From an optimization exercise on the open Yosys and OpenROAD flow, aimed at small area, a short achievable clock period and few clock cycles; shortcuts taken in it are not production practice.
Only simulation tests tie the RTL to the original design; equivalence was not proved.
Power figures rest on the tool's default switching activity, not on a simulated workload.

[design/flow/config.mk]
export PLATFORM = sky130hd
export DESIGN_NAME = bace
export DESIGN_NICKNAME = bace
export VERILOG_FILES = /design/flow/design.v
export SDC_FILE = /design/flow/constraint.sdc
export NUM_CORES = 4
export LEC_CHECK = 0
export CAP_MARGIN = 20
export CORE_MARGIN = 2
export CORE_UTILIZATION = 55
export SLEW_MARGIN = 20
[design/flow/constraint.sdc]
create_clock -name core_clock -period 12.0 [get_ports {clk}]
set_input_delay 2.4000 -clock core_clock [delete_from_list [all_inputs] [get_ports {clk}]]
set_output_delay 2.4000 -clock core_clock [all_outputs]
set_load 0.01 [all_outputs]
[design/flow/flow/run.sh]
#!/bin/bash
# The standard layout, with the timing repair steps aiming at a setup slack
# of 8.5 ns and the port buffers made of buf_4 cells (the design's 12 ns
# clock and constraints are unchanged).
set -euo pipefail
bash standard.sh SETUP_SLACK_MARGIN=8.5 "BUFFER_PORTS_ARGS=-buffer_cell sky130_fd_sc_hd__buf_4" finish > make_finish.log 2>&1
[design/flow/design.v]
module bace (
    input  wire        clk,
    input  wire        rst,
    input  wire        req_valid,
    input  wire        req_we,
    input  wire [4:0]  req_addr,
    input  wire [31:0] req_wdata,
    output reg         rsp_valid,
    output reg  [31:0] rsp_rdata,
    output wire        irq
);
    localparam [2:0] E_ILLEGAL      = 3'd1;
    localparam [2:0] E_FULL         = 3'd2;
    localparam [2:0] E_RANGE        = 3'd3;
    localparam [2:0] E_LAGMIN       = 3'd4;
    localparam [2:0] E_INSUFFICIENT = 3'd5;
    localparam [2:0] E_SHORT        = 3'd6;
    localparam [2:0] Q_IDLE  = 3'd0;
    localparam [2:0] Q_WIN   = 3'd1;    
    localparam [2:0] Q_STEP  = 3'd2;    
    localparam [2:0] Q_SWEEP = 3'd3;    
    localparam [2:0] Q_DRAIN = 3'd4;    
    localparam [2:0] Q_CHK   = 3'd5;    
    reg         op_v, op_fast, op_rd, op_cmd;
    reg         op_wctrl, op_wlag, op_wthr, op_wsd;
    reg  [4:0]  op_addr;
    reg  [31:0] op_wd;
    reg         k_nop, k_clear, k_push, k_pushb, k_window, k_seek, k_step, k_sweep;
    reg         k_pp;        
    reg         ie_err, ie_swept;
    reg  [2:0]  errcode;
    reg  [31:0] errcmd_l;    
    reg  [15:0] lagmin;
    reg  [31:0] thresh;
    reg  [31:0] sdata;
    reg         zstate, nonfin;
    reg  [10:0] len;
    reg  [5:0]  nwords;      
    reg  [1023:0] memv;
    reg  [31:0] stage;       
    reg         edge_f;
    reg  [31:0] win;
    reg  [15:0] pos;
    reg  [8:0]  dist_r, dlag_r;
    reg         dvalid;
    reg  [8:0]  best_lag, best_dist;    
    reg         found, swept;
    reg         last_bit;
    reg         enc_hi, enc_lo;         
    reg         irq_r;
    reg         rsp_pend;
    reg  [2:0]  seq;
    reg         busy;        
    reg         seq_sweep;
    reg  [1:0]  kind;        
    reg         c_winbad, c_done, c_short, c_lag0, c_insuf;
    reg  [9:0]  tgt;
    reg  [479:0] S;
    reg  [9:0]  p;
    reg  [10:0] q;           
    reg  [4:0]  fr;          
    reg  [31:15] fb;         
    assign irq = irq_r;
    wire [9:0]  half   = len[10:1];
    wire        done_f = (pos >= {6'd0, half});
    wire        full_f = len[10];
    wire        errf   = (errcode != 3'd0);
    wire [4:0]  kpairs = (nwords[5:1]) - 5'd1;
    wire [31:0] status = {23'd0, full_f, swept, found, dvalid, done_f,
                          nonfin, edge_f, zstate, errf};
    wire [7:0]  i_opc   = req_wdata[31:24];
    wire [23:0] i_arg   = req_wdata[23:0];
    wire        i_arg0  = (i_arg == 24'd0);
    wire in_clear = (i_opc == 8'h01) && i_arg0;
    wire in_push  = (i_opc == 8'h02) && i_arg0;
    wire in_fast  = req_we && ((req_addr != 5'd0) || in_clear || in_push);
    always @(posedge clk) begin
        op_addr  <= req_addr;
        op_wd    <= req_wdata;
        op_rd    <= !req_we;
        op_cmd   <= req_we && (req_addr == 5'd0);
        op_wctrl <= req_we && (req_addr == 5'd1);
        op_wlag  <= req_we && (req_addr == 5'd5);
        op_wthr  <= req_we && (req_addr == 5'd6);
        op_wsd   <= req_we && (req_addr == 5'd8);
        k_nop    <= (i_opc == 8'h00) && i_arg0;
        k_clear  <= in_clear;
        k_push   <= in_push;
        k_pushb  <= (i_opc == 8'h03) && (i_arg[23:1] == 23'd0);
        k_window <= (i_opc == 8'h04) && (i_arg[7:0] < 8'd32);
        k_seek   <= (i_opc == 8'h05) && (i_arg[23:16] == 8'd0);
        k_step   <= (i_opc == 8'h06) && i_arg0;
        k_sweep  <= (i_opc == 8'h07) && i_arg0;
        k_pp     <= req_we && (req_addr == 5'd0) &&
                    (in_push || ((i_opc == 8'h03) && (i_arg[23:1] == 23'd0)));
    end
    wire [31:0] c     = op_wd;
    wire [15:0] w_idx = c[23:8];
    wire [7:0]  w_sh  = c[7:0];
    wire ex_cmd = op_v && op_cmd;
    wire win_bad = (w_idx[15:5] != 11'd0) ||
                   ({1'b0, w_idx[4:0]} >= nwords) ||
                   (w_sh != 8'd0 && ({1'b0, w_idx[4:0]} + 6'd1) >= nwords);
    wire enc_bit  = enc_hi ? 1'b1 : (enc_lo ? 1'b0 : zstate);
    wire push_b   = k_push ? enc_bit : c[0];
    wire push_ok  = op_v && k_pp && !errf && !full_f;
    wire [4:0] ls = len[4:0];
    reg  [31:0] stage_nx;
    integer k;
    always @(*) begin
        for (k = 0; k < 32; k = k + 1)
            stage_nx[k] = (k[4:0] == ls) ? push_b : ((k[4:0] < ls) ? stage[k] : 1'b0);
    end
    wire [31:0] n_sd = (op_v && op_wsd) ? op_wd : sdata;
    wire [31:0] n_th = (op_v && op_wthr) ? op_wd : thresh;
    wire nan_s = (n_sd[30:23] == 8'hFF) && (n_sd[22:0] != 23'd0);
    wire nan_t = (n_th[30:23] == 8'hFF) && (n_th[22:0] != 23'd0);
    wire mag_gt = (n_sd[30:0] > n_th[30:0]);
    wire mag_lt = (n_sd[30:0] < n_th[30:0]);
    wire bz     = (n_sd[30:0] == 31'd0) && (n_th[30:0] == 31'd0);
    wire ss = n_sd[31], ts = n_th[31];
    wire n_enc_hi = !nan_s && !nan_t &&
                    ((!ss && !ts && mag_gt) || (!ss && ts && !bz) || (ss && ts && mag_lt));
    wire n_enc_lo = !nan_s && !nan_t &&
                    ((!ss && ts && mag_lt) || (ss && ts && !bz) || (ss && !ts && mag_gt));
    reg         vA;
    reg  [4:0]  ga [0:29];
    reg         vB;
    reg  [6:0]  pb [0:5];
    reg         vC;
    reg  [8:0]  dC;
    wire [8:0]  lagC = p[8:0] - 9'd3;
    wire [479:0] xa = memv[479:0] ^ S;
    function [4:0] pop16(input [15:0] v);
        reg t1, t2, t3, t4, t5, t6, t7, t8, t9, t10, t11, t12, t13, t14, t15, t16, t17, t18, t19, t20, t21, t22, t23, t24, t25, t26, t27, t28, t29, t30;
        begin
            t1 = v[0] ^ v[10] ^ v[11];
            t2 = (v[0] & v[10]) | (v[0] & v[11]) | (v[10] & v[11]);
            t3 = v[12] ^ v[13] ^ v[14];
            t4 = (v[12] & v[13]) | (v[12] & v[14]) | (v[13] & v[14]);
            t5 = v[15] ^ v[1] ^ v[2];
            t6 = (v[15] & v[1]) | (v[15] & v[2]) | (v[1] & v[2]);
            t7 = v[3] ^ v[4] ^ v[5];
            t8 = (v[3] & v[4]) | (v[3] & v[5]) | (v[4] & v[5]);
            t9 = v[6] ^ v[7] ^ v[8];
            t10 = (v[6] & v[7]) | (v[6] & v[8]) | (v[7] & v[8]);
            t11 = v[9] ^ t1 ^ t3;
            t12 = (v[9] & t1) | (v[9] & t3) | (t1 & t3);
            t13 = t5 ^ t7 ^ t9;
            t14 = (t5 & t7) | (t5 & t9) | (t7 & t9);
            t15 = t10 ^ t2 ^ t4;
            t16 = (t10 & t2) | (t10 & t4) | (t2 & t4);
            t17 = t6 ^ t8 ^ t12;
            t18 = (t6 & t8) | (t6 & t12) | (t8 & t12);
            t19 = t14 ^ t15 ^ t17;
            t20 = (t14 & t15) | (t14 & t17) | (t15 & t17);
            t21 = t16 ^ t18 ^ t20;
            t22 = (t16 & t18) | (t16 & t20) | (t18 & t20);
            t23 = t11 ^ t13;
            t24 = t11 & t13;
            t25 = t19 ^ t24;
            t26 = t19 & t24;
            t27 = t21 ^ t26;
            t28 = t21 & t26;
            t29 = t22 ^ t28;
            t30 = t22 & t28;
            pop16 = {t30, t29, t27, t25, t23};
        end
    endfunction
    reg [14:0] wact;
    integer g;
    always @(posedge clk) begin
        for (g = 0; g < 15; g = g + 1)
            wact[g] <= (g < kpairs);
    end
    reg [4:0] gm [0:29];
    always @(*) begin
        for (g = 0; g < 30; g = g + 1)
            gm[g] = wact[g / 2] ? ga[g] : 5'd0;
    end
    wire inj = ((seq == Q_STEP) && (p == tgt)) ||
               ((seq == Q_SWEEP) && (p >= lagmin[9:0]) && (p != half));
    wire [8:0] dsum = {2'd0, pb[0]} + {2'd0, pb[1]} + {2'd0, pb[2]} +
                      {2'd0, pb[3]} + {2'd0, pb[4]} + {2'd0, pb[5]};
    always @(posedge clk) begin
        for (g = 0; g < 30; g = g + 1)
            ga[g] <= pop16(xa[16*g +: 16]);
        for (g = 0; g < 6; g = g + 1)
            pb[g] <= {2'd0, gm[5*g]} + {2'd0, gm[5*g+1]} + {2'd0, gm[5*g+2]} +
                     {2'd0, gm[5*g+3]} + {2'd0, gm[5*g+4]};
        dC   <= dsum;
        if (rst) begin
            vA <= 1'b0; vB <= 1'b0; vC <= 1'b0;
        end else begin
            vA <= inj; vB <= vA; vC <= vB;
        end
    end
    wire s_load = !busy;
    wire feed   = q[10] ? 1'b0 : fb[q[9:5]];
    wire [4:0] fsel = s_load ? 5'd0 : fr;
    integer w;
    always @(posedge clk) begin
        if (s_load) begin
            S  <= memv[479:0];
            p  <= 10'd0;
            q  <= 11'd480;
            fr <= 5'd1;
        end else begin
            S  <= {feed, S[479:1]};
            p  <= p + 10'd1;
            q  <= q + 11'd1;
            fr <= fr + 5'd1;
        end
        for (w = 15; w < 32; w = w + 1)
            fb[w] <= memv[32*w + fsel];
    end
    reg [31:0] rd_val;
    always @(*) begin
        case (op_addr)
            5'd1:  rd_val = {30'd0, ie_swept, ie_err};
            5'd2:  rd_val = status;
            5'd3:  rd_val = {29'd0, errcode};
            5'd4:  rd_val = errf ? errcmd_l : 32'd0;
            5'd5:  rd_val = {16'd0, lagmin};
            5'd6:  rd_val = thresh;
            5'd8:  rd_val = sdata;
            5'd10: rd_val = {21'd0, len};
            5'd11: rd_val = {26'd0, nwords};
            5'd12: rd_val = {16'd0, pos};
            5'd13: rd_val = {21'd0, pos[15:5]};
            5'd14: rd_val = {27'd0, pos[4:0]};
            5'd15: rd_val = {23'd0, dist_r};
            5'd16: rd_val = {23'd0, dlag_r};
            5'd17: rd_val = {23'd0, best_lag};
            5'd18: rd_val = found ? {23'd0, best_dist} : 32'h0000_FFFF;
            5'd19: rd_val = win;
            5'd21: rd_val = 32'h0400_0020;
            default: rd_val = 32'd0;
        endcase
    end
    reg         n_ie_err, n_ie_swept;
    reg  [2:0]  n_errcode;
    reg  [15:0] n_lagmin;
    reg  [31:0] n_thresh, n_sdata;
    reg         n_zstate, n_nonfin;
    reg  [10:0] n_len;
    reg  [5:0]  n_nwords;
    reg         n_edge;
    reg  [31:0] n_win;
    reg  [15:0] n_pos;
    reg  [8:0]  n_dist, n_dlag, n_best_lag, n_best_dist;
    reg         n_dvalid, n_found, n_swept;
    reg  [2:0]  n_seq;
    reg  [1:0]  n_kind;
    reg         n_seq_sweep;
    reg  [9:0]  n_tgt;
    reg         slow_rsp;        
    task automatic clear_all;
        begin
            n_errcode = 3'd0;
            n_zstate = 1'b0; n_nonfin = 1'b0;
            n_len = 11'd0; n_nwords = 6'd0; n_edge = 1'b0; n_win = 32'd0;
            n_pos = 16'd0;
            n_dist = 9'd0; n_dlag = 9'd0; n_dvalid = 1'b0;
            n_best_lag = 9'd0; n_best_dist = 9'd0;
            n_found = 1'b0; n_swept = 1'b0;
        end
    endtask
    task automatic seek(input [15:0] lag);
        begin
            n_pos = lag;
            n_best_lag = 9'd0; n_best_dist = 9'd0;
            n_found = 1'b0; n_dvalid = 1'b0; n_swept = 1'b0;
        end
    endtask
    always @(*) begin
        n_ie_err = ie_err; n_ie_swept = ie_swept;
        n_errcode = errcode;
        n_lagmin = lagmin; n_thresh = thresh; n_sdata = sdata;
        n_zstate = zstate; n_nonfin = nonfin;
        n_len = len; n_nwords = nwords; n_edge = edge_f; n_win = win; n_pos = pos;
        n_dist = dist_r; n_dlag = dlag_r; n_dvalid = dvalid;
        n_best_lag = best_lag; n_best_dist = best_dist;
        n_found = found; n_swept = swept;
        n_seq = seq; n_seq_sweep = seq_sweep; n_tgt = tgt; n_kind = kind;
        slow_rsp = 1'b0;
        if (vC) begin
            n_dist   = dC;
            n_dlag   = lagC;
            n_dvalid = 1'b1;
            if (!found || dC < best_dist) begin
                n_best_dist = dC;
                n_best_lag  = lagC;
                n_found     = 1'b1;
            end
            n_pos = {7'd0, lagC} + 16'd1;
        end
        case (seq)
        Q_WIN: begin
            if (p == tgt) begin
                n_win = S[31:0];
                n_seq = Q_IDLE;
                slow_rsp = 1'b1;
            end
        end
        Q_STEP: begin
            if (p == tgt) n_seq = Q_DRAIN;
        end
        Q_SWEEP: begin
            if (p == half) n_seq = Q_DRAIN;
        end
        Q_DRAIN: begin
            if (!vA && !vB) begin
                if (seq_sweep) n_swept = 1'b1;
                n_seq = Q_IDLE;
                slow_rsp = 1'b1;
            end
        end
        Q_CHK: begin
            n_seq = Q_IDLE;
            slow_rsp = 1'b1;
            case (kind)
            2'd0: begin
                if (c_winbad) begin
                    n_errcode = E_RANGE;
                end else begin
                    n_seq = Q_WIN;
                    slow_rsp = 1'b0;
                end
            end
            2'd1: begin
                if (c_done) begin
                    n_dvalid = 1'b0;
                end else if (c_short) begin
                    n_errcode = E_SHORT;
                end else begin
                    n_tgt = pos[9:0];
                    n_seq = Q_STEP;
                    n_seq_sweep = 1'b0;
                    slow_rsp = 1'b0;
                end
            end
            default: begin
                if (c_lag0) begin
                    n_errcode = E_LAGMIN;
                end else if (c_insuf) begin
                    n_errcode = E_INSUFFICIENT;
                end else if (c_short) begin
                    n_errcode = E_SHORT;
                end else begin
                    seek(lagmin);
                    n_seq = Q_SWEEP;
                    n_seq_sweep = 1'b1;
                    slow_rsp = 1'b0;
                end
            end
            endcase
        end
        default: ;
        endcase
        if (op_v) begin
            if (op_wctrl) begin n_ie_err = op_wd[0]; n_ie_swept = op_wd[1]; end
            if (op_wlag) n_lagmin = op_wd[15:0];
            if (op_wthr) n_thresh = op_wd;
            if (op_wsd)  n_sdata  = op_wd;
        end
        if (ex_cmd) begin
            if (!op_fast) slow_rsp = 1'b1;
            if (errf) begin
                if (k_clear) clear_all;
            end else if (k_nop) begin
            end else if (k_clear) begin
                clear_all;
            end else if (k_push || k_pushb) begin
                if (full_f) begin
                    n_errcode = E_FULL;
                end else begin
                    if (k_push) begin
                        n_zstate = enc_bit;
                        if (sdata[30:23] == 8'hFF) n_nonfin = 1'b1;
                    end
                    if (len != 11'd0 && push_b != last_bit) n_edge = 1'b1;
                    n_len   = len + 11'd1;
                    if (ls == 5'd0) n_nwords = nwords + 6'd1;
                    n_swept = 1'b0;
                end
            end else if (k_window || k_step || k_sweep) begin
                n_tgt  = {w_idx[4:0], w_sh[4:0]};
                n_kind = k_window ? 2'd0 : (k_step ? 2'd1 : 2'd2);
                n_seq  = Q_CHK;
                slow_rsp = 1'b0;
            end else if (k_seek) begin
                seek(c[15:0]);
            end else begin
                n_errcode = E_ILLEGAL;
            end
        end
    end
    wire f_ctrl  = op_fast && op_wctrl;
    wire f_clr   = op_fast && op_cmd && k_clear;
    wire f_psh   = op_fast && op_cmd && k_push && !errf;
    wire f_ie_err   = f_ctrl ? op_wd[0] : ie_err;
    wire f_ie_swept = f_ctrl ? op_wd[1] : ie_swept;
    wire f_errf  = f_clr ? 1'b0 : ((f_psh && full_f) ? 1'b1 : errf);
    wire f_swept = f_clr ? 1'b0 : ((f_psh && !full_f) ? 1'b0 : swept);
    wire f_full  = f_clr ? 1'b0 : ((f_psh && len == 11'd1023) ? 1'b1 : full_f);
    wire f_irq   = (f_ie_err & f_errf) | (f_ie_swept & f_swept);
    wire irq_push = f_errf ? f_irq : (f_full ? (f_ie_err | (f_ie_swept & f_swept)) : 1'b0);
    wire irq_pred = (req_addr == 5'd0) ? (req_wdata[25] & irq_push) :
                    (req_addr == 5'd1) ? ((req_wdata[0] & f_errf) | (req_wdata[1] & f_swept)) :
                    f_irq;
    wire irq_cur = (ie_err & errf) | (ie_swept & swept);
    always @(posedge clk) begin
        rsp_rdata <= rd_val;
        enc_hi <= n_enc_hi;
        enc_lo <= n_enc_lo;
        if (ex_cmd && !errf) errcmd_l <= c;
        c_winbad <= win_bad;
        c_done   <= done_f;
        c_short  <= (nwords < 6'd2);
        c_lag0   <= (lagmin == 16'd0);
        c_insuf  <= ({5'd0, len} <= {lagmin, 1'b0});
        kind     <= n_kind;
        if (push_ok) begin
            stage    <= stage_nx;
            last_bit <= push_b;
        end
        if (rst) begin
            op_v      <= 1'b0;
            op_fast   <= 1'b0;
            rsp_valid <= 1'b0;
            rsp_pend  <= 1'b0;
            irq_r     <= 1'b0;
            ie_err    <= 1'b0;
            ie_swept  <= 1'b0;
            errcode   <= 3'd0;
            lagmin    <= 16'd0;
            thresh    <= 32'd0;
            sdata     <= 32'd0;
            zstate    <= 1'b0;
            nonfin    <= 1'b0;
            len       <= 11'd0;
            nwords    <= 6'd0;
            edge_f    <= 1'b0;
            win       <= 32'd0;
            pos       <= 16'd0;
            dist_r    <= 9'd0;
            dlag_r    <= 9'd0;
            dvalid    <= 1'b0;
            best_lag  <= 9'd0;
            best_dist <= 9'd0;
            found     <= 1'b0;
            swept     <= 1'b0;
            seq       <= Q_IDLE;
            busy      <= 1'b0;
            seq_sweep <= 1'b0;
            tgt       <= 10'd0;
        end else begin
            op_v      <= req_valid;
            op_fast   <= req_valid && in_fast;
            rsp_valid <= (req_valid && in_fast) || (op_v && op_rd) || rsp_pend;
            rsp_pend  <= slow_rsp;
            irq_r     <= (req_valid && in_fast) ? irq_pred : (op_fast ? irq_r : irq_cur);
            ie_err    <= n_ie_err;
            ie_swept  <= n_ie_swept;
            errcode   <= n_errcode;
            lagmin    <= n_lagmin;
            thresh    <= n_thresh;
            sdata     <= n_sdata;
            zstate    <= n_zstate;
            nonfin    <= n_nonfin;
            len       <= n_len;
            nwords    <= n_nwords;
            edge_f    <= n_edge;
            win       <= n_win;
            pos       <= n_pos;
            dist_r    <= n_dist;
            dlag_r    <= n_dlag;
            dvalid    <= n_dvalid;
            best_lag  <= n_best_lag;
            best_dist <= n_best_dist;
            found     <= n_found;
            swept     <= n_swept;
            seq       <= n_seq;
            busy      <= (n_seq != Q_IDLE) && (n_seq != Q_CHK);
            seq_sweep <= n_seq_sweep;
            tgt       <= n_tgt;
        end
    end
    integer m;
    always @(posedge clk) begin
        for (m = 0; m < 32; m = m + 1)
            if (push_ok && len[9:5] == m[4:0])
                memv[32*m +: 32] <= stage_nx;
    end
endmodule
[design/flow/standard.sh]
#!/bin/bash
# synth_recipe.tcl (not shown) runs the flow's synth.tcl, then flattens the netlist and writes it again
# the make line also repeats each setting of config.mk as NAME=value (left out here)
make -C /OpenROAD-flow-scripts/flow DESIGN_CONFIG=/design/flow/config.mk WORK_HOME=/design/flow/orfs CLKGATE_MAP_FILE= SYNTH_SCRIPT=/design/flow/synth_recipe.tcl "${@:-finish}"
==> metrics.yaml, run 1 <==
timing_worst_slew_pin_value_ps: 1100
ctsLongestPathBuffers: 3
net_sw_frac: 0.208
sink_count: 2135
fmax_ghz: 0.266
crit_buf_inv: 1
cap_violations: 0
run_status: "timing/DRC/antenna clean"
synth_compound_gate_area_share: 0.0411
numCtsBuffers: 216
port_buffers: 74
finalSetupViolCount: 0
synthDominantAreaCellType: "sky130_fd_sc_hd__edfxtp_1"
layout_min_cycle_time_ps: 3750
detailed_route_drc_error_count: 0
synth-xor-area-share: 0.0550
placed_wire_length_estimate_after_detailed_placement_mm: 158
simple_gate_share_of_the_synthesized_area: 0.0574
final_min_period_over_clock_period: 0.313
number_of_failing_hold_endpoints_at_the_final_stage: 0
cts_htree_levels: 4
initial_cell_density_of_the_core: 0.554
power.internal_mw: 11.5
cts_hold_repair.buffers: 0
post_synthesis_register_bit_count: 2135
synth-edff-count: 1090
cp_slowest_stage_delay_ps: 390
rows: 150
post_synth_inst_count: 6664
drtAntennaViolNets: 0
insertion_delay_ps: 870
drt-total-wl_mm: 253
synthesis.area_per_instance_um2: 13.9
routedWlPerCell_um: 27.3
floorplan.core_area_mm2: 0.167
num-nets-final: 7603
final_layout_size_suffix_gt1_frac: 0.219
vias_in_the_first_global_route: 53800
gpl.final_weighted_congestion: 0.937
dominant_combinational_cell_family_by_area_after_synthesis: "adder cells"
synth-seq-area-share: 0.579
cts_tree: "yes"
worst_path_dominant_cell_family: "flip-flops"
netSwitchingPower_mw: 3.02
synth_async_sr_flop_share: 0
routed-via-count: 53300
combPwrFrac: 0.006
route.detailed.vias_per_inst: 5.75
yosys_warnings: 4
floorplan.die.height_um: 415
timing.critical_path.slowest_stage_cell: "sky130_fd_sc_hd__dfxtp_4"
layout.cells.most_common_list: "sky130_fd_sc_hd__edfxtp_1 (1090), sky130_fd_sc_hd__dfxtp_1 (989), sky130_fd_sc_hd__inv_1 (520)"
drtPass1Iterations: 9
vdd.ir_drop.worst_mv: 0.171
dp_cells: 8818
end_kind: "output pin"
clock_skew_ps: 57.0
path_max_fanout: 2
slew_headroom: 0.266
cts.clk_slew.worst_paths_ps: 70
design.die.area_mm2: 0.172
syn_area_mm2: 0.0927
dominantRegCellSynth: "sky130_fd_sc_hd__edfxtp_1"
overflow: 0
drt_first_iter_violations: 5884
mappedNetlistNets: 7417
antenna_found_initial: 34
crit_chain: "buf_6"
totalNegativeSetupSlack_ps: 0
synth.area.top_cells: "sky130_fd_sc_hd__edfxtp_1 (35%), sky130_fd_sc_hd__dfxtp_1 (23%), sky130_fd_sc_hd__fa_1 (9.5%), sky130_fd_sc_hd__mux2_2 (6.1%), sky130_fd_sc_hd__xnor2_1 (4.4%)"
clock_tree.root_cell: "sky130_fd_sc_hd__clkbuf_16"
pin_count_of_the_biggest_net_entering_global_routing: 75
timing.critical_path.from_type: "register"
min_path_type: "register to register"
layout.cells.most_common: "sky130_fd_sc_hd__edfxtp_1"
n_fill_cell: 12700
io_pins: 75
data_required_time_at_the_worst_endpoint_ps: 9600
pwr-share-seq: 0.525
ys_types: 81
design_power_total_mw: 14.5
chipWidth_um: 415
timing.final.max_slew_violations: 0
cellPowerDensity_mw_per_mm2: 138
multiplexer_share_of_the_synthesized_area: 0.103
synth_fa_ha_area_frac: 0.132
instances_no_fill: 9264
criticalPathCategory: "register to output pin"
area_growth_pct: 13.7
grt_usage: 0.296
setup_repair_after_global_routing_missed_its_margin: "yes"
power.static_leakage_nw: 39.5
arrival_time_of_the_worst_setup_path_ps: 1350
synth_largest_type_area_fraction: 0.353
clock_power_frac: 0.469
global_route_wire_length_before_repair_mm: 368
worst reg2reg max path: stages, from the launching register on:
cell and delay, ps:
sky130_fd_sc_hd__dfxtp_1 570, sky130_fd_sc_hd__nor2_1 120, sky130_fd_sc_hd__a21oi_2 550, sky130_fd_sc_hd__nand2_1 350, sky130_fd_sc_hd__or4_1 520, sky130_fd_sc_hd__a21oi_4 350
sky130_fd_sc_hd__buf_4 650
final cells by class:
| cell class | count | area (um^2) | area share |
|---|---|---|---|
| well taps | 2204 | 2760 | 0.0262 |
| flip-flops and latches | 2135 | 53800 | 0.510 |
| clock buffers | 308 | 6130 | 0.0581 |
| diodes | 17 | 42.5 | 0.000404 |
| multi-input cells | 3736 | 37800 | 0.358 |
| clock inverters | 103 | 1090 | 0.0104 |
| repair buffers | 209 | 1770 | 0.0168 |
| inverters | 552 | 2080 | 0.0197 |
registers in the layout (all words and copies together) (netlist names), 10 cells and up:
register	count
memv	1024
thresh	32
pos	16
pb	42
win	32
op_wd	32
lagmin	16
S	480
q	11
tgt	10
p	10
errcmd_l	32
fb	17
stage	31
rsp_rdata	32
ga	150
wact	15
len	11
sdata	32
metal layers:
metal / vias to the layer above / part of all wire / track usage
met5: - / 0.00017 / 0
li1: 23800 / - / -
met3: 460 / 0.075 / 0.0488
met2: 2112 / 0.47 / 0.477
met4: 6 / 0.037 / 0.103
met1: 26900 / 0.42 / 0.407
metrics by stage:
stage                     hold WS [ps]  cell area (um^2)  utilization  setup WS, ps
after floorplan                    406             92800            -          7620
after global placement             422             96500        0.577          7430
after detailed placement           424             96500        0.577          7480
after CTS                          442            104000        0.623          8200
after global routing               463            105000        0.630          8200
final                              444            105000        0.630          8250
cells in the mapped netlist, types with 19 or more instances:
master and count:
sky130_fd_sc_hd__nor3_1 60, sky130_fd_sc_hd__a22oi_1 31, sky130_fd_sc_hd__buf_2 21, sky130_fd_sc_hd__nand2_1 352, sky130_fd_sc_hd__ha_1 270, sky130_fd_sc_hd__a222oi_1 30
sky130_fd_sc_hd__o31ai_1 22, sky130_fd_sc_hd__inv_1 548, sky130_fd_sc_hd__xnor2_1 467, sky130_fd_sc_hd__clkbuf_1 202, sky130_fd_sc_hd__nand3_1 130, sky130_fd_sc_hd__a21oi_1 138
sky130_fd_sc_hd__mux2i_1 127, sky130_fd_sc_hd__fa_1 442, sky130_fd_sc_hd__mux2_2 505, sky130_fd_sc_hd__xor2_1 115, sky130_fd_sc_hd__nor4_1 43, sky130_fd_sc_hd__edfxtp_1 1090
sky130_fd_sc_hd__and3_1 23, sky130_fd_sc_hd__o21ai_0 99, sky130_fd_sc_hd__and2_1 118, sky130_fd_sc_hd__a211oi_1 68, sky130_fd_sc_hd__a221oi_1 19, sky130_fd_sc_hd__mux4_2 115
sky130_fd_sc_hd__a21o_1 38, sky130_fd_sc_hd__nand4_1 32, sky130_fd_sc_hd__nor2_1 276, sky130_fd_sc_hd__dfxtp_1 1045
cell families (layout without fill, tap and decap cells):
family / Yosys count / in the layout
other cells: 0 / 17
buf+inv: 796 / 1172
simple gates: 1127 / 1130
xor+xnor: 582 / 582
mux: 747 / 747
fa+ha+maj: 712 / 712
flops: 2135 / 2135
compound gates: 565 / 565
what timing repair did:
item / 4_1_cts / 5_1_grt
buffers inserted: 2 / 13
cloned: 3 / 0
endpoints found under the setup margin: 905 / 371
gates resized for setup: 109 / 232
pin swaps: 12 / 144
endpoints found under the hold margin: 0 / 0
power groups by stage:
| stage | Sequential, mW | Combinational [mW] | Clock [mW] |
|---|---|---|---|
| 3_3_place_gp | 7.79 | 0.0850 | 0 |
| 5_1_grt | 7.62 | 0.0955 | 7.19 |
| 2_1_floorplan | 7.77 | 0.0469 | 0 |
| 6_report | 7.63 | 0.0898 | 6.81 |
| 4_1_cts | 7.63 | 0.0872 | 6.91 |
| 3_5_place_dp | 7.79 | 0.0854 | 0 |
worst paths after layout:
kind                                        startpoint                     to  slack (ps)  cells past startpoint
worst max-delay path                irq_r$_SDFFE_PP0P_                    irq        8250                      1
worst min-delay path            errcmd_l[16]$_DFFE_PP_  rsp_rdata[16]$_DFF_P_         440                      2
worst max register to register        op_wd[0]$_DFF_P_    memv[241]$_DFFE_PP_        8540                      6
worst min register to register  errcmd_l[16]$_DFFE_PP_  rsp_rdata[16]$_DFF_P_         440                      2
Testbench counts, summed over its fixed seeds: cycles 42,749.
==> run 2: changes to the inputs <==
--- a/design/flow/design.v
+++ b/design/flow/design.v
@@ -68,6 +68,20 @@
     wire [4:0]  kpairs = (nwords[5:1]) - 5'd1;
     wire [31:0] status = {23'd0, full_f, swept, found, dvalid, done_f,
                           nonfin, edge_f, zstate, errf};
+    wire f_ctrl  = op_fast && op_wctrl;
+    wire f_clr   = op_fast && op_cmd && k_clear;
+    wire f_psh   = op_fast && op_cmd && k_push && !errf;
+    wire f_ie_err   = f_ctrl ? op_wd[0] : ie_err;
+    wire f_ie_swept = f_ctrl ? op_wd[1] : ie_swept;
+    wire f_errf  = f_clr ? 1'b0 : ((f_psh && full_f) ? 1'b1 : errf);
+    wire f_swept = f_clr ? 1'b0 : ((f_psh && !full_f) ? 1'b0 : swept);
+    wire f_full  = f_clr ? 1'b0 : ((f_psh && len == 11'd1023) ? 1'b1 : full_f);
+    wire f_irq   = (f_ie_err & f_errf) | (f_ie_swept & f_swept);
+    wire irq_push = f_errf ? f_irq : (f_full ? (f_ie_err | (f_ie_swept & f_swept)) : 1'b0);
+    wire irq_pred = (req_addr == 5'd0) ? (req_wdata[25] & irq_push) :
+                    (req_addr == 5'd1) ? ((req_wdata[0] & f_errf) | (req_wdata[1] & f_swept)) :
+                    f_irq;
+    wire irq_cur = (ie_err & errf) | (ie_swept & swept);
     wire [7:0]  i_opc   = req_wdata[31:24];
     wire [23:0] i_arg   = req_wdata[23:0];
     wire        i_arg0  = (i_arg == 24'd0);
@@ -91,7 +105,7 @@
         k_seek   <= (i_opc == 8'h05) && (i_arg[23:16] == 8'd0);
         k_step   <= (i_opc == 8'h06) && i_arg0;
         k_sweep  <= (i_opc == 8'h07) && i_arg0;
-        k_pp     <= req_we && (req_addr == 5'd0) &&
+        k_pp     <= req_we && (req_addr == 5'd0) && !f_errf && !f_full &&
                     (in_push || ((i_opc == 8'h03) && (i_arg[23:1] == 23'd0)));
     end
     wire [31:0] c     = op_wd;
@@ -103,7 +117,7 @@
                    (w_sh != 8'd0 && ({1'b0, w_idx[4:0]} + 6'd1) >= nwords);
     wire enc_bit  = enc_hi ? 1'b1 : (enc_lo ? 1'b0 : zstate);
     wire push_b   = k_push ? enc_bit : c[0];
-    wire push_ok  = op_v && k_pp && !errf && !full_f;
+    wire push_ok  = op_v && k_pp;
     wire [4:0] ls = len[4:0];
     reg  [31:0] stage_nx;
     integer k;
@@ -197,7 +211,6 @@
     end
     wire s_load = !busy;
     wire feed   = q[10] ? 1'b0 : fb[q[9:5]];
-    wire [4:0] fsel = s_load ? 5'd0 : fr;
     integer w;
     always @(posedge clk) begin
         if (s_load) begin
@@ -212,7 +225,7 @@
             fr <= fr + 5'd1;
         end
         for (w = 15; w < 32; w = w + 1)
-            fb[w] <= memv[32*w + fsel];
+            fb[w] <= s_load ? memv[32*w] : memv[32*w + fr];
     end
     reg [31:0] rd_val;
     always @(*) begin
@@ -396,20 +409,6 @@
             end
         end
     end
-    wire f_ctrl  = op_fast && op_wctrl;
-    wire f_clr   = op_fast && op_cmd && k_clear;
-    wire f_psh   = op_fast && op_cmd && k_push && !errf;
-    wire f_ie_err   = f_ctrl ? op_wd[0] : ie_err;
-    wire f_ie_swept = f_ctrl ? op_wd[1] : ie_swept;
-    wire f_errf  = f_clr ? 1'b0 : ((f_psh && full_f) ? 1'b1 : errf);
-    wire f_swept = f_clr ? 1'b0 : ((f_psh && !full_f) ? 1'b0 : swept);
-    wire f_full  = f_clr ? 1'b0 : ((f_psh && len == 11'd1023) ? 1'b1 : full_f);
-    wire f_irq   = (f_ie_err & f_errf) | (f_ie_swept & f_swept);
-    wire irq_push = f_errf ? f_irq : (f_full ? (f_ie_err | (f_ie_swept & f_swept)) : 1'b0);
-    wire irq_pred = (req_addr == 5'd0) ? (req_wdata[25] & irq_push) :
-                    (req_addr == 5'd1) ? ((req_wdata[0] & f_errf) | (req_wdata[1] & f_swept)) :
-                    f_irq;
-    wire irq_cur = (ie_err & errf) | (ie_swept & swept);
     always @(posedge clk) begin
         rsp_rdata <= rd_val;
         enc_hi <= n_enc_hi;
@@ -460,7 +459,7 @@
             op_fast   <= req_valid && in_fast;
             rsp_valid <= (req_valid && in_fast) || (op_v && op_rd) || rsp_pend;
             rsp_pend  <= slow_rsp;
-            irq_r     <= (req_valid && in_fast) ? irq_pred : (op_fast ? irq_r : irq_cur);
+            irq_r     <= (req_valid && req_we) ? irq_pred : (op_fast ? irq_r : irq_cur);
             ie_err    <= n_ie_err;
             ie_swept  <= n_ie_swept;
             errcode   <= n_errcode;
==> metrics.yaml, run 2 <==
run_status: "timing/DRC/antenna clean"  # unchanged
drt_first_iter_violations: 5294  # was 5884
design.die.area_mm2: 0.172  # about the same
power.static_leakage_nw: 39.1  # was 39.5 nW
port_buffers: 74  # unchanged
yosys_warnings: 4  # unchanged
registers.top_by_ff_count: "memv"  # unchanged
num-nets-final: 7403  # was 7603
initial_cell_density_of_the_core: 0.554  # about the same
postLayoutCellArea_mm2: 0.105  # about the same
setup_repair_after_global_routing_missed_its_margin: "yes"  # unchanged
timing.critical_path.from_type: "register"  # unchanged
clock_tree.root_cell: "sky130_fd_sc_hd__clkbuf_16"  # unchanged
drt-total-wl_mm: 240  # was 253 mm
combPwrFrac: 0.006  # about the same
routed-via-count: 51800  # was 53300
ctsLongestPathBuffers: 3  # unchanged
crit_chain: "buf_6"  # unchanged
finalSetupViolCount: 0  # unchanged
route.detailed.vias_per_inst: 5.73  # was 5.75
vdd.ir_drop.worst_mv: 0.163  # was 0.171 mV
synth-edff-count: 1090  # unchanged
synth_largest_type_area_fraction: 0.353  # about the same
numCtsBuffers: 215  # was 216
antenna_found_initial: 29  # was 34
synthDominantAreaCellType: "sky130_fd_sc_hd__edfxtp_1"  # unchanged
cap_violations: 0  # unchanged
post_dp_cell_area_mm2: 0.0963  # was 0.0965 mm^2
vias_in_the_first_global_route: 52600  # was 53800
synthesis.area_per_instance_um2: 14.3  # was 13.9 um^2
floorplan.core_area_mm2: 0.167  # unchanged
biggest_regs: "memv: 1024 flops, S: 480 flops, ga: 150 flops"  # unchanged
rows: 150  # unchanged
layout.cells.most_common: "sky130_fd_sc_hd__edfxtp_1"  # unchanged
timing_worst_slew_pin_value_ps: 1170  # was 1100 ps
synthMostInstantiatedCell: "sky130_fd_sc_hd__edfxtp_1"  # unchanged
io_pins: 75  # unchanged
pin_count_of_the_biggest_net_entering_global_routing: 144  # was 75
end_kind: "output pin"  # unchanged
flip_flop_count_of_the_largest_register_all_copies_and_words_added: 1024  # unchanged
totalNegativeSetupSlack_ps: 0  # unchanged
drtPass1Iterations: 8  # was 9
insertion_delay_ps: 880  # was 870 ps
timing.critical_path.slowest_stage_cell: "sky130_fd_sc_hd__dfxtp_2"  # was sky130_fd_sc_hd__dfxtp_4
clock_skew_ps: 31.7  # was 57.0 ps
fmax_ghz: 0.269  # was 0.266 GHz
cts_htree_levels: 4  # unchanged
timing.final.max_slew_violations: 0  # unchanged
criticalPathCategory: "register to output pin"  # unchanged
cellPowerDensity_mw_per_mm2: 141  # was 138 mW/mm^2
min_path_type: "register to register"  # unchanged
final_layout_size_suffix_gt1_frac: 0.231  # was 0.219
synth.area.top_cells: "sky130_fd_sc_hd__edfxtp_1 (35%), sky130_fd_sc_hd__dfxtp_1 (23%), sky130_fd_sc_hd__fa_1 (9.6%), sky130_fd_sc_hd__mux2_2 (6.1%), sky130_fd_sc_hd__xnor2_1 (4.4%)"  # was sky130_fd_sc_hd__edfxtp_1 (35%), sky130_fd_sc_hd__dfxtp_1 (23%), sky130_fd_sc_hd__fa_1 (9.5%), sky130_fd_sc_hd__mux2_2 (6.1%), sky130_fd_sc_hd__xnor2_1 (4.4%)
post_synth_inst_count: 6483  # was 6664
pre_cts_slack_ps: 7380  # was 7480 ps
overflow: 0  # unchanged
dominantRegCellSynth: "sky130_fd_sc_hd__edfxtp_1"  # unchanged
power.internal_mw: 11.8  # was 11.5 mW
layout.cells.most_common_list: "sky130_fd_sc_hd__edfxtp_1 (1090), sky130_fd_sc_hd__dfxtp_1 (990), sky130_fd_sc_hd__inv_1 (507)"  # was sky130_fd_sc_hd__edfxtp_1 (1090), sky130_fd_sc_hd__dfxtp_1 (989), sky130_fd_sc_hd__inv_1 (520)
ys_types: 69  # was 81
clock_power_frac: 0.480  # was 0.469
cts_hold_repair.buffers: 0  # unchanged
sink_count: 2135  # unchanged
number_of_failing_hold_endpoints_at_the_final_stage: 0  # unchanged
cts.clk_slew.worst_paths_ps: 60  # was 70 ps
synthTopCellsByCount: "sky130_fd_sc_hd__edfxtp_1 (1090), sky130_fd_sc_hd__dfxtp_1 (1045), sky130_fd_sc_hd__inv_1 (547)"  # was sky130_fd_sc_hd__edfxtp_1 (1090), sky130_fd_sc_hd__dfxtp_1 (1045), sky130_fd_sc_hd__inv_1 (548)
data_required_time_at_the_worst_endpoint_ps: 9600  # about the same
worst_path_dominant_cell_family: "flip-flops"  # unchanged
slew_headroom: 0.201  # was 0.266
routedWlPerCell_um: 26.5  # was 27.3 um
drtAntennaViolNets: 0  # unchanged
post_synthesis_register_bit_count: 2135  # unchanged
pwr-share-seq: 0.514  # was 0.525
detailed_route_drc_error_count: 0  # unchanged
synth-seq-area-share: 0.579  # about the same
netSwitchingPower_mw: 3.01  # was 3.02 mW
net_sw_frac: 0.203  # was 0.208
timing.final.ws_setup_ps: 8290  # was 8250 ps
synth_async_sr_flop_share: 0  # unchanged
crit_buf_inv: 1  # unchanged
grt_usage: 0.281  # was 0.296
chipWidth_um: 414  # was 415 um
layout_min_cycle_time_ps: 3710  # was 3750 ps
arrival_time_of_the_worst_setup_path_ps: 1310  # was 1350 ps
mappedNetlistNets: 7234  # was 7417
global_route_wire_length_before_repair_mm: 352  # was 368 mm
cp_slowest_stage_delay_ps: 330  # was 390 ps
gpl.final_weighted_congestion: 0.953  # was 0.937
syn_area_mm2: 0.0926  # was 0.0927 mm^2
path_max_fanout: 2  # unchanged
cts_tree: "yes"  # unchanged
area_growth_pct: 13.9  # was 13.7%
final_min_period_over_clock_period: 0.309  # was 0.313
placed_wire_length_estimate_after_detailed_placement_mm: 150  # was 158 mm
floorplan.die.height_um: 414  # was 415 um
==> run 2: cell types whose count changed after synthesis, moves of 15 or more <==
cell / before / now
sky130_fd_sc_hd__a22oi_1: 31 / 47
sky130_fd_sc_hd__o21ai_0: 99 / 80
sky130_fd_sc_hd__nand3_1: 130 / 80
sky130_fd_sc_hd__clkbuf_1: 202 / 181
sky130_fd_sc_hd__a21oi_1: 138 / 184
sky130_fd_sc_hd__a21o_1: 38 / 23
sky130_fd_sc_hd__mux4_2: 115 / 174
sky130_fd_sc_hd__nand2_1: 352 / 271
sky130_fd_sc_hd__a211oi_1: 68 / 27
==> run 2: logic make-up (layout without fill, tap and decap cells) <==
group	Yosys count	after routing	synth area share
AOI/OAI and AO/OA	500	500	0.0349
DFF	2135	2135	0.579
buffers and inverters	788	1152	0.0325
muxes	799	799	0.117
and+or+nand+nor	971	971	0.0501
other	0	3	0
adders and majority gates	710	710	0.132
xor gates and xnor gates	580	580	0.0549
==> run 2: what timing repair did <==
item / CTS / global route
resized for setup: 104 / 237
pin swaps: 11 / 133
setup buffers: 5 / 10
setup endpoints to repair: 350 / 280
gates cloned: 0 / 0
==> run 2: cell type report <==
| cell class | instances | area, um^2 |
|---|---|---|
| diodes | 3 | 7.51 |
| clock buffers | 284 | 6040 |
| clock inverters | 128 | 1530 |
| fillers | 12600 | 61800 |
| inverters | 549 | 2060 |
| multi-input cells | 3560 | 37600 |
| flip-flops and latches | 2135 | 53700 |
| well taps | 2204 | 2760 |
| repair buffers | 191 | 1710 |
==> run 2: worst paths after layout <==
check	to	depth (start not counted)	startpoint	slack (ps)
worst max-delay path	irq	1	irq_r$_SDFFE_PP0P_	8290
worst min-delay path	rsp_rdata[25]$_DFF_P_	2	errcmd_l[25]$_DFFE_PP_	430
worst max register to register	enc_lo$_DFF_P_	12	op_v$_SDFF_PP0_	8510
worst min register to register	rsp_rdata[25]$_DFF_P_	2	errcmd_l[25]$_DFFE_PP_	430
==> run 2: through the flow <==
step / util / hold slack, ps / power (mW) / cells
after floorplan: - / 415 / 7.82 / 6483
after global placement: 0.576 / 425 / 7.87 / 8619
after detailed placement: 0.576 / 424 / 7.87 / 8621
after CTS: 0.624 / 437 / 14.9 / 9038
after global routing: 0.631 / 473 / 15.2 / 9051
final: 0.631 / 434 / 14.8 / 9054
==> run 2: per-layer routing <==
metal,track usage,wire length [um],vias to the layer above
met5,0,0,-
li1,-,-,23100
met3,0.0401,16900,382
met2,0.452,114000,1792
met1,0.396,101000,26600
met4,0.0894,7630,0
==> run 2: power groups by stage <==
stage | logic [mW] | registers, mW | clock network (mW)
after floorplan | 0.0443 | 7.77 | 0
after global placement | 0.0828 | 7.79 | 0
after detailed placement | 0.0838 | 7.79 | 0
after CTS | 0.0865 | 7.63 | 7.22
after global routing | 0.0945 | 7.62 | 7.50
final | 0.0890 | 7.63 | 7.11
Testbench counts of run 2, summed over its fixed seeds: cycles 42,749.
==> run 3: changes to the inputs <==
--- a/design/flow/config.mk
+++ b/design/flow/config.mk
@@ -8,4 +8,6 @@
 export CAP_MARGIN = 20
 export CORE_MARGIN = 2
 export CORE_UTILIZATION = 55
+export CTS_CLUSTER_DIAMETER = 80
+export CTS_CLUSTER_SIZE = 30
 export SLEW_MARGIN = 20
==> metrics.yaml, run 3 <==
run_status: "timing/DRC/antenna clean"  # unchanged
routed-via-count: 51200  # was 51800
chipWidth_um: 414  # unchanged
setup_repair_after_global_routing_missed_its_margin: "yes"  # unchanged
combPwrFrac: 0.007  # was 0.006
syn_area_mm2: 0.0926  # unchanged
drt-total-wl_mm: 236  # was 240 mm
crit-reg2reg-launch: "op_v$_SDFF_PP0_"  # unchanged
design_power_total_mw: 12.6  # was 14.8 mW
global_route_wire_length_before_repair_mm: 348  # was 352 mm
post_synth_inst_count: 6483  # unchanged
final_layout_size_suffix_gt1_frac: 0.221  # was 0.231
flip_flop_count_of_the_largest_register_all_copies_and_words_added: 1024  # unchanged
sink_count: 2135  # unchanged
detailed_route_drc_error_count: 0  # unchanged
final_min_period_over_clock_period: 0.305  # was 0.309
area_growth_pct: 10.7  # was 13.9%
clock_skew_ps: 42.2  # was 31.7 ps
cp_slowest_stage_delay_ps: 350  # was 330 ps
n_fill_cell: 12800  # was 12600
totalNegativeSetupSlack_ps: 0  # unchanged
cp-startpoint: "irq_r$_SDFFE_PP0P_"  # unchanged
fmax_ghz: 0.273  # was 0.269 GHz
synthMostInstantiatedCell: "sky130_fd_sc_hd__edfxtp_1"  # unchanged
timing_worst_slew_pin_value_ps: 1110  # was 1170 ps
finalSetupViolCount: 0  # unchanged
synth-seq-area-share: 0.579  # unchanged
yosys_warnings: 4  # unchanged
layout_min_cycle_time_ps: 3660  # was 3710 ps
timing.critical_path.slowest_stage_cell: "sky130_fd_sc_hd__dfxtp_2"  # unchanged
pin_count_of_the_biggest_net_entering_global_routing: 144  # unchanged
multiplexer_share_of_the_synthesized_area: 0.117  # unchanged
use_met2: 0.451  # was 0.452
criticalPathCategory: "register to output pin"  # unchanged
timing.critical_path.from_type: "register"  # unchanged
biggest_regs: "memv: 1024 flops, S: 480 flops, ga: 150 flops"  # unchanged
ctsLongestPathBuffers: 3  # unchanged
design.die.area_mm2: 0.172  # unchanged
gpl.final_weighted_congestion: 0.953  # unchanged
layout.cells.most_common: "sky130_fd_sc_hd__edfxtp_1"  # unchanged
reg2reg_depth: 11  # was 12
grt.met1_usage: 0.394  # was 0.396
timing.final.max_slew_violations: 0  # unchanged
synth_fa_ha_area_frac: 0.132  # unchanged
arrival_time_of_the_worst_setup_path_ps: 1260  # was 1310 ps
power.static_leakage_nw: 37.6  # was 39.1 nW
slew_headroom: 0.243  # was 0.201
post_synthesis_register_bit_count: 2135  # unchanged
drt_first_iter_violations: 5208  # was 5294
cellPowerDensity_mw_per_mm2: 123  # was 141 mW/mm^2
vias_in_the_first_global_route: 51500  # was 52600
drtAntennaViolNets: 0  # unchanged
insertion_delay_ps: 800  # was 880 ps
registers.top_by_ff_count: "memv"  # unchanged
port_buffers: 74  # unchanged
numCtsBuffers: 118  # was 215
io_pins: 75  # unchanged
path_max_fanout: 2  # unchanged
synth_compound_gate_area_share: 0.0349  # unchanged
pwr-share-seq: 0.603  # was 0.514
simple_gate_share_of_the_synthesized_area: 0.0501  # unchanged
synth-edff-count: 1090  # unchanged
grt_usage: 0.276  # was 0.281
crit_buf_inv: 1  # unchanged
synth-xor-area-share: 0.0549  # unchanged
floorplan.die.height_um: 414  # unchanged
cts_tree: "yes"  # unchanged
vdd.ir_drop.worst_mv: 0.123  # was 0.163 mV
dp_cells: 8621  # unchanged
mappedNetlistNets: 7234  # unchanged
crit_chain: "buf_6"  # unchanged
dominant_combinational_cell_family_by_area_after_synthesis: "adder cells"  # unchanged
synthesis.area_per_instance_um2: 14.3  # unchanged
worst_path_dominant_cell_family: "flip-flops"  # unchanged
timing.final.ws_setup_ps: 8340  # was 8290 ps
rows: 150  # unchanged
synth_async_sr_flop_share: 0  # unchanged
ys_types: 69  # unchanged
antenna_found_initial: 30  # was 29
number_of_failing_hold_endpoints_at_the_final_stage: 0  # unchanged
synthTopCellsByCount: "sky130_fd_sc_hd__edfxtp_1 (1090), sky130_fd_sc_hd__dfxtp_1 (1045), sky130_fd_sc_hd__inv_1 (547)"  # unchanged
end_kind: "output pin"  # unchanged
clock_tree.root_cell: "sky130_fd_sc_hd__clkbuf_16"  # unchanged
net_sw_frac: 0.227  # was 0.203
placed_wire_length_estimate_after_detailed_placement_mm: 150  # unchanged
route.detailed.vias_per_inst: 5.76  # was 5.73
cap_violations: 0  # unchanged
dominantRegCellSynth: "sky130_fd_sc_hd__edfxtp_1"  # unchanged
pre_cts_slack_ps: 7380  # unchanged
synthDominantAreaCellType: "sky130_fd_sc_hd__edfxtp_1"  # unchanged
floorplan.core_area_mm2: 0.167  # unchanged
overflow: 0  # unchanged
end_point_of_the_critical_path: "irq"  # unchanged
data_required_time_at_the_worst_endpoint_ps: 9600  # about the same
instances_no_fill: 8880  # was 9054
cts_hold_repair.buffers: 0  # unchanged
synth_largest_type_area_fraction: 0.353  # unchanged
routedWlPerCell_um: 26.6  # was 26.5 um
fin_util: 0.613  # was 0.631
cts_htree_levels: 3  # was 4
synth.area.top_cells: "sky130_fd_sc_hd__edfxtp_1 (35%), sky130_fd_sc_hd__dfxtp_1 (23%), sky130_fd_sc_hd__fa_1 (9.6%), sky130_fd_sc_hd__mux2_2 (6.1%), sky130_fd_sc_hd__xnor2_1 (4.4%)"  # unchanged
initial_cell_density_of_the_core: 0.554  # unchanged
worst-r2r-setup-slack_ps: 8520  # was 8510 ps
num-nets-final: 7310  # was 7403
power.internal_mw: 9.76  # was 11.8 mW
min_path_type: "register to register"  # unchanged
drtPass1Iterations: 9  # was 8
cts.clk_slew.worst_paths_ps: 110  # was 60 ps
met3_track_demand_over_resource: 0.0315  # was 0.0401
path_depth: 1  # unchanged
layout.cells.most_common_list: "sky130_fd_sc_hd__edfxtp_1 (1090), sky130_fd_sc_hd__dfxtp_1 (989), sky130_fd_sc_hd__inv_1 (505)"  # was sky130_fd_sc_hd__edfxtp_1 (1090), sky130_fd_sc_hd__dfxtp_1 (990), sky130_fd_sc_hd__inv_1 (507)
regToRegEndpoint: "enc_lo$_DFF_P_"  # unchanged
netSwitchingPower_mw: 2.87  # was 3.01 mW
clock_power_frac: 0.390  # was 0.480
global_route.peak_usage_layer: "met2"  # unchanged
[run 3: worst min-delay path, delay by kind of cell (launching register included)]
| kind | cells | cell delay (ps) |
|---|---|---|
| flops | 1 | 330 |
| simple gates | 2 | 90 |
[run 3: cells by family after synthesis]
group	after synthesis
buffers and inverters	788
flip-flops	2135
AO/OA/AOI/OAI	500
XOR/XNOR	580
adder cells (fa/ha/maj)	710
AND/OR/NAND/NOR	971
multiplexers	799
[run 3: how the worst min path moves through the flow]
stage / from / endpoint / slack (ps) / depth (start not counted)
after floorplan: win[26]$_SDFF_PP0_ / rsp_rdata[26]$_DFF_P_ / 420 / 2
after global placement: errcmd_l[17]$_DFFE_PP_ / rsp_rdata[17]$_DFF_P_ / 420 / 2
after detailed placement: errcmd_l[25]$_DFFE_PP_ / rsp_rdata[25]$_DFF_P_ / 420 / 2
after CTS: errcmd_l[25]$_DFFE_PP_ / rsp_rdata[25]$_DFF_P_ / 450 / 2
after global routing: errcmd_l[16]$_DFFE_PP_ / rsp_rdata[16]$_DFF_P_ / 480 / 2
final: errcmd_l[30]$_DFFE_PP_ / rsp_rdata[30]$_DFF_P_ / 450 / 2
[run 3: metrics by stage]
step                      cell area (um^2)  hold slack (ps)
after detailed placement             96300              424
final                               103000              453
after floorplan                      92700              415
after CTS                           101000              451
after global placement               96300              425
after global routing                102000              484
[run 3: power by group through the flow]
stage          Sequential, mW  Clock (mW)  Combinational [mW]
4_1_cts                  7.62        5.03              0.0869
3_5_place_dp             7.79           0              0.0838
2_1_floorplan            7.77           0              0.0443
3_3_place_gp             7.79           0              0.0828
5_1_grt                  7.62        5.27              0.0957
6_report                 7.62        4.92              0.0905
[run 3: cell type report]
type,instances,area [um^2],share of cell area
diodes,11,27.5,0.000269
clock buffers,132,3110,0.0303
clock inverters,94,1310,0.0127
inverters,549,2060,0.0201
multi-input cells,3560,37700,0.368
flip-flops and latches,2135,53700,0.524
well taps,2204,2760,0.0269
repair buffers,195,1760,0.0171
[run 3: timing repair]
action	in CTS	in global routing
pin swaps	14	153
setup endpoints to repair	390	250
setup buffers	7	12
gates resized for setup	108	263
[run 3: layer usage]
metal	vias to the layer above	share of wire
met4	0	0.032
met3	363	0.062
met2	1664	0.48
met1	26300	0.43
li1	22900	-
met5	-	0
==> run 4: changes to the inputs <==
--- a/design/flow/config.mk
+++ b/design/flow/config.mk
@@ -7,7 +7,7 @@
 export LEC_CHECK = 0
 export CAP_MARGIN = 20
 export CORE_MARGIN = 2
-export CORE_UTILIZATION = 55
+export CORE_UTILIZATION = 65
 export CTS_CLUSTER_DIAMETER = 80
 export CTS_CLUSTER_SIZE = 30
 export SLEW_MARGIN = 20
==> metrics.yaml, run 4 <==
clock_skew_ps: 34.3  # was 42.2 ps
global_route_wire_length_before_repair_mm: 336  # was 348 mm
end_point_of_the_critical_path: "irq"  # unchanged
synthesis.area_per_instance_um2: 14.3  # unchanged
routed-via-count: 51800  # was 51200
synth-edff-count: 1090  # unchanged
synth_largest_type_area_fraction: 0.353  # unchanged
cellPowerDensity_mw_per_mm2: 119  # was 123 mW/mm^2
crit_buf_inv: 1  # unchanged
worst-r2r-setup-slack_ps: 8540  # was 8520 ps
timing_worst_slew_pin_value_ps: 1230  # was 1110 ps
data_required_time_at_the_worst_endpoint_ps: 9600  # about the same
cp-startpoint: "irq_r$_SDFFE_PP0P_"  # unchanged
biggest_regs: "memv: 1024 flops, S: 480 flops, ga: 150 flops"  # unchanged
pin_count_of_the_biggest_net_entering_global_routing: 174  # was 144
regToRegEndpoint: "ga[6][3]$_DFF_P_"  # was enc_lo$_DFF_P_
end_kind: "output pin"  # unchanged
synth-seq-area-share: 0.579  # unchanged
design_power_total_mw: 12.0  # was 12.6 mW
design.die.area_mm2: 0.146  # was 0.172 mm^2
layout_min_cycle_time_ps: 3680  # was 3660 ps
yosys_warnings: 4  # unchanged
synthMostInstantiatedCell: "sky130_fd_sc_hd__edfxtp_1"  # unchanged
run_status: "timing/DRC/antenna clean"  # unchanged
synth.area.top_cells: "sky130_fd_sc_hd__edfxtp_1 (35%), sky130_fd_sc_hd__dfxtp_1 (23%), sky130_fd_sc_hd__fa_1 (9.6%), sky130_fd_sc_hd__mux2_2 (6.1%), sky130_fd_sc_hd__xnor2_1 (4.4%)"  # unchanged
layout.cells.most_common: "sky130_fd_sc_hd__edfxtp_1"  # unchanged
area_growth_pct: 9.19  # was 10.7%
power.static_leakage_nw: 37.2  # was 37.6 nW
syn_area_mm2: 0.0926  # unchanged
floorplan.die.height_um: 381  # was 414 um
floorplan.core_area_mm2: 0.141  # was 0.167 mm^2
cap_violations: 0  # unchanged
gpl.final_weighted_congestion: 0.991  # was 0.953
port_buffers: 74  # unchanged
layout.cells.most_common_list: "sky130_fd_sc_hd__edfxtp_1 (1090), sky130_fd_sc_hd__dfxtp_1 (992), sky130_fd_sc_hd__inv_1 (520)"  # was sky130_fd_sc_hd__edfxtp_1 (1090), sky130_fd_sc_hd__dfxtp_1 (989), sky130_fd_sc_hd__inv_1 (505)
detailed_route_drc_error_count: 0  # unchanged
timing.critical_path.from_type: "register"  # unchanged
vias_in_the_first_global_route: 52200  # was 51500
overflow: 0  # unchanged
post_synthesis_register_bit_count: 2135  # unchanged
clock_tree.root_cell: "sky130_fd_sc_hd__clkbuf_16"  # unchanged
cts.clk_slew.worst_paths_ps: 110  # about the same
synthDominantAreaCellType: "sky130_fd_sc_hd__edfxtp_1"  # unchanged
path_max_fanout: 2  # unchanged
final_min_period_over_clock_period: 0.307  # was 0.305
numCtsBuffers: 100  # was 118
fmax_ghz: 0.271  # was 0.273 GHz
grt_usage: 0.313  # was 0.276
drt_first_iter_violations: 6107  # was 5208
dominantRegCellSynth: "sky130_fd_sc_hd__edfxtp_1"  # unchanged
finalSetupViolCount: 0  # unchanged
route.detailed.vias_per_inst: 6.07  # was 5.76
drtAntennaViolNets: 0  # unchanged
insertion_delay_ps: 780  # was 800 ps
timing.final.max_slew_violations: 0  # unchanged
totalNegativeSetupSlack_ps: 0  # unchanged
rows: 138  # was 150
mappedNetlistNets: 7234  # unchanged
post_synth_inst_count: 6483  # unchanged
registers.top_by_ff_count: "memv"  # unchanged
final_layout_size_suffix_gt1_frac: 0.212  # was 0.221
setup_repair_after_global_routing_missed_its_margin: "yes"  # unchanged
placed_wire_length_estimate_after_detailed_placement_mm: 141  # was 150 mm
criticalPathCategory: "register to output pin"  # unchanged
cts_htree_levels: 3  # unchanged
io_pins: 75  # unchanged
synthTopCellsByCount: "sky130_fd_sc_hd__edfxtp_1 (1090), sky130_fd_sc_hd__dfxtp_1 (1045), sky130_fd_sc_hd__inv_1 (547)"  # unchanged
routedWlPerCell_um: 26.4  # was 26.6 um
cts_hold_repair.buffers: 0  # unchanged
number_of_failing_hold_endpoints_at_the_final_stage: 0  # unchanged
cts_tree: "yes"  # unchanged
vdd.ir_drop.worst_mv: 0.145  # was 0.123 mV
slew_headroom: 0.182  # was 0.243
initial_cell_density_of_the_core: 0.655  # was 0.554
timing.critical_path.slowest_stage_cell: "sky130_fd_sc_hd__dfxtp_4"  # was sky130_fd_sc_hd__dfxtp_2
reg2reg_depth: 11  # unchanged
worst_path_dominant_cell_family: "flip-flops"  # unchanged
min_path_type: "register to register"  # unchanged
arrival_time_of_the_worst_setup_path_ps: 1280  # was 1260 ps
ctsLongestPathBuffers: 3  # unchanged
drt-total-wl_mm: 225  # was 236 mm
synth_async_sr_flop_share: 0  # unchanged
num-nets-final: 7296  # was 7310
crit-reg2reg-launch: "memv[110]$_DFFE_PP_"  # was op_v$_SDFF_PP0_
crit_chain: "buf_6"  # unchanged
cp_slowest_stage_delay_ps: 390  # was 350 ps
ys_types: 69  # unchanged
chipWidth_um: 381  # was 414 um
sink_count: 2135  # unchanged
antenna_found_initial: 25  # was 30
path_depth: 1  # unchanged
drtPass1Iterations: 8  # was 9
flip_flop_count_of_the_largest_register_all_copies_and_words_added: 1024  # unchanged
-- run 4: cell counts after synthesis --
No cell type changed its count.
-- run 4: power by group --
| part | switching [mW] | internal, mW |
|---|---|---|
| logic | 0.0585 | 0.0304 |
| registers | 0.0211 | 7.60 |
| clock network | 2.54 | 1.79 |
| total | 2.62 | 9.41 |
-- run 4: area by class of cell --
cell class	count	area (um^2)
diodes	7	17.5
clock buffers	128	2690
clock inverters	62	868
fillers	9458	40300
inverters	549	2060
multi-input cells	3560	37600
flip-flops and latches	2135	53700
well taps	1890	2360
repair buffers	198	1720
repair inverters	1	5.00
-- run 4: per-layer routing --
metal | track usage | share of wire | wire (um)
met1 | 0.461 | 0.41 | 92800
met5 | 0 | 0 | 0
met2 | 0.493 | 0.47 | 105000
met3 | 0.0412 | 0.089 | 20000
met4 | 0.0915 | 0.033 | 7530
-- run 4: repair_timing --
item                                    CTS  global route
cloned                                    1             0
endpoints found under the setup margin  513           155
buffers inserted                         11            10
gates resized for setup                 100           231
pin swaps                                16           125
-- run 4: cells by family (layout without fill, tap and decap cells) --
group,count (synthesis),after routing,synth area share
multiplexers,799,799,0.117
AO/OA/AOI/OAI,500,500,0.0349
XOR/XNOR,580,580,0.0549
buffers and inverters,788,938,0.0325
AND/OR/NAND/NOR,971,971,0.0501
adder cells (fa/ha/maj),710,710,0.132
flip-flops,2135,2135,0.579
other,0,7,0
-- run 4: stage by stage --
| step | hold slack, ps | cells | util | setup slack [ps] | cell area (um^2) |
|---|---|---|---|---|---|
| 3_3_place_gp | 423 | 8310 | 0.678 | 7230 | 95900 |
| 4_1_cts | 452 | 8512 | 0.706 | 8290 | 99900 |
| 6_report | 450 | 8530 | 0.715 | 8320 | 101000 |
| 2_1_floorplan | 415 | 6483 | - | 7940 | 92700 |
| 3_5_place_dp | 427 | 8310 | 0.678 | 7260 | 95900 |
| 5_1_grt | 474 | 8523 | 0.715 | 8290 | 101000 |
-- run 4: how the worst min path moves through the flow --
stage	start	to	depth (start not counted)
finish	errcmd_l[16]$_DFFE_PP_	rsp_rdata[16]$_DFF_P_	2
global route	errcmd_l[31]$_DFFE_PP_	rsp_rdata[31]$_DFF_P_	2
CTS	errcmd_l[16]$_DFFE_PP_	rsp_rdata[16]$_DFF_P_	2
detailed placement	errcmd_l[27]$_DFFE_PP_	rsp_rdata[27]$_DFF_P_	2
global placement	errcmd_l[16]$_DFFE_PP_	rsp_rdata[16]$_DFF_P_	2
floorplan	win[26]$_SDFF_PP0_	rsp_rdata[26]$_DFF_P_	2
-- run 4: worst register-to-register path, cell delays in order, from the launching register on --
cell,delay [ps]
sky130_fd_sc_hd__edfxtp_1,570
sky130_fd_sc_hd__xnor2_2,210
sky130_fd_sc_hd__fa_1,470
sky130_fd_sc_hd__fa_2,350
sky130_fd_sc_hd__inv_2,60
sky130_fd_sc_hd__fa_1,430
sky130_fd_sc_hd__fa_2,370
sky130_fd_sc_hd__inv_2,60
sky130_fd_sc_hd__fa_1,430
sky130_fd_sc_hd__inv_2,90
sky130_fd_sc_hd__ha_4,130
sky130_fd_sc_hd__ha_4,200

static timing again, ports no longer ideal:
In the flow no input, the clock included, has a driving cell. The finished layouts below were timed again as built, in two steps. Step 1: set_driving_cell puts a clkbuf_16 on clk and a buf_2 on each other input, an assumption about the parent block. Step 2, shift: input delay + t, output delay - t, t = (earliest + latest rising clock arrival at the registers) / 2. This alone moves slack from input paths to output paths. Slacks: ideal ports / drivers / drivers and shift; pairs: ideal ports / drivers.
| run | t (ns) | setup slack, ns | latest minus earliest clock arrival (ns) |
|---|---|---|---|
| run 1 | 0.930 | 8.247 / 8.162 / 7.632 | 0.057 / 0.057 |
| run 2 | 0.949 | 8.288 / 8.198 / 7.581 | 0.034 / 0.034 |
| run 3 | 0.867 | 8.343 / 8.256 / 7.599 | 0.047 / 0.047 |
| run 4 | 0.843 | 8.316 / 8.234 / 7.618 | 0.035 / 0.035 |
After both steps setup and hold are still met in every run listed. The setup slack of run 3, which loses most, moves by -0.087 ns with the drivers and by -0.744 ns with both steps.
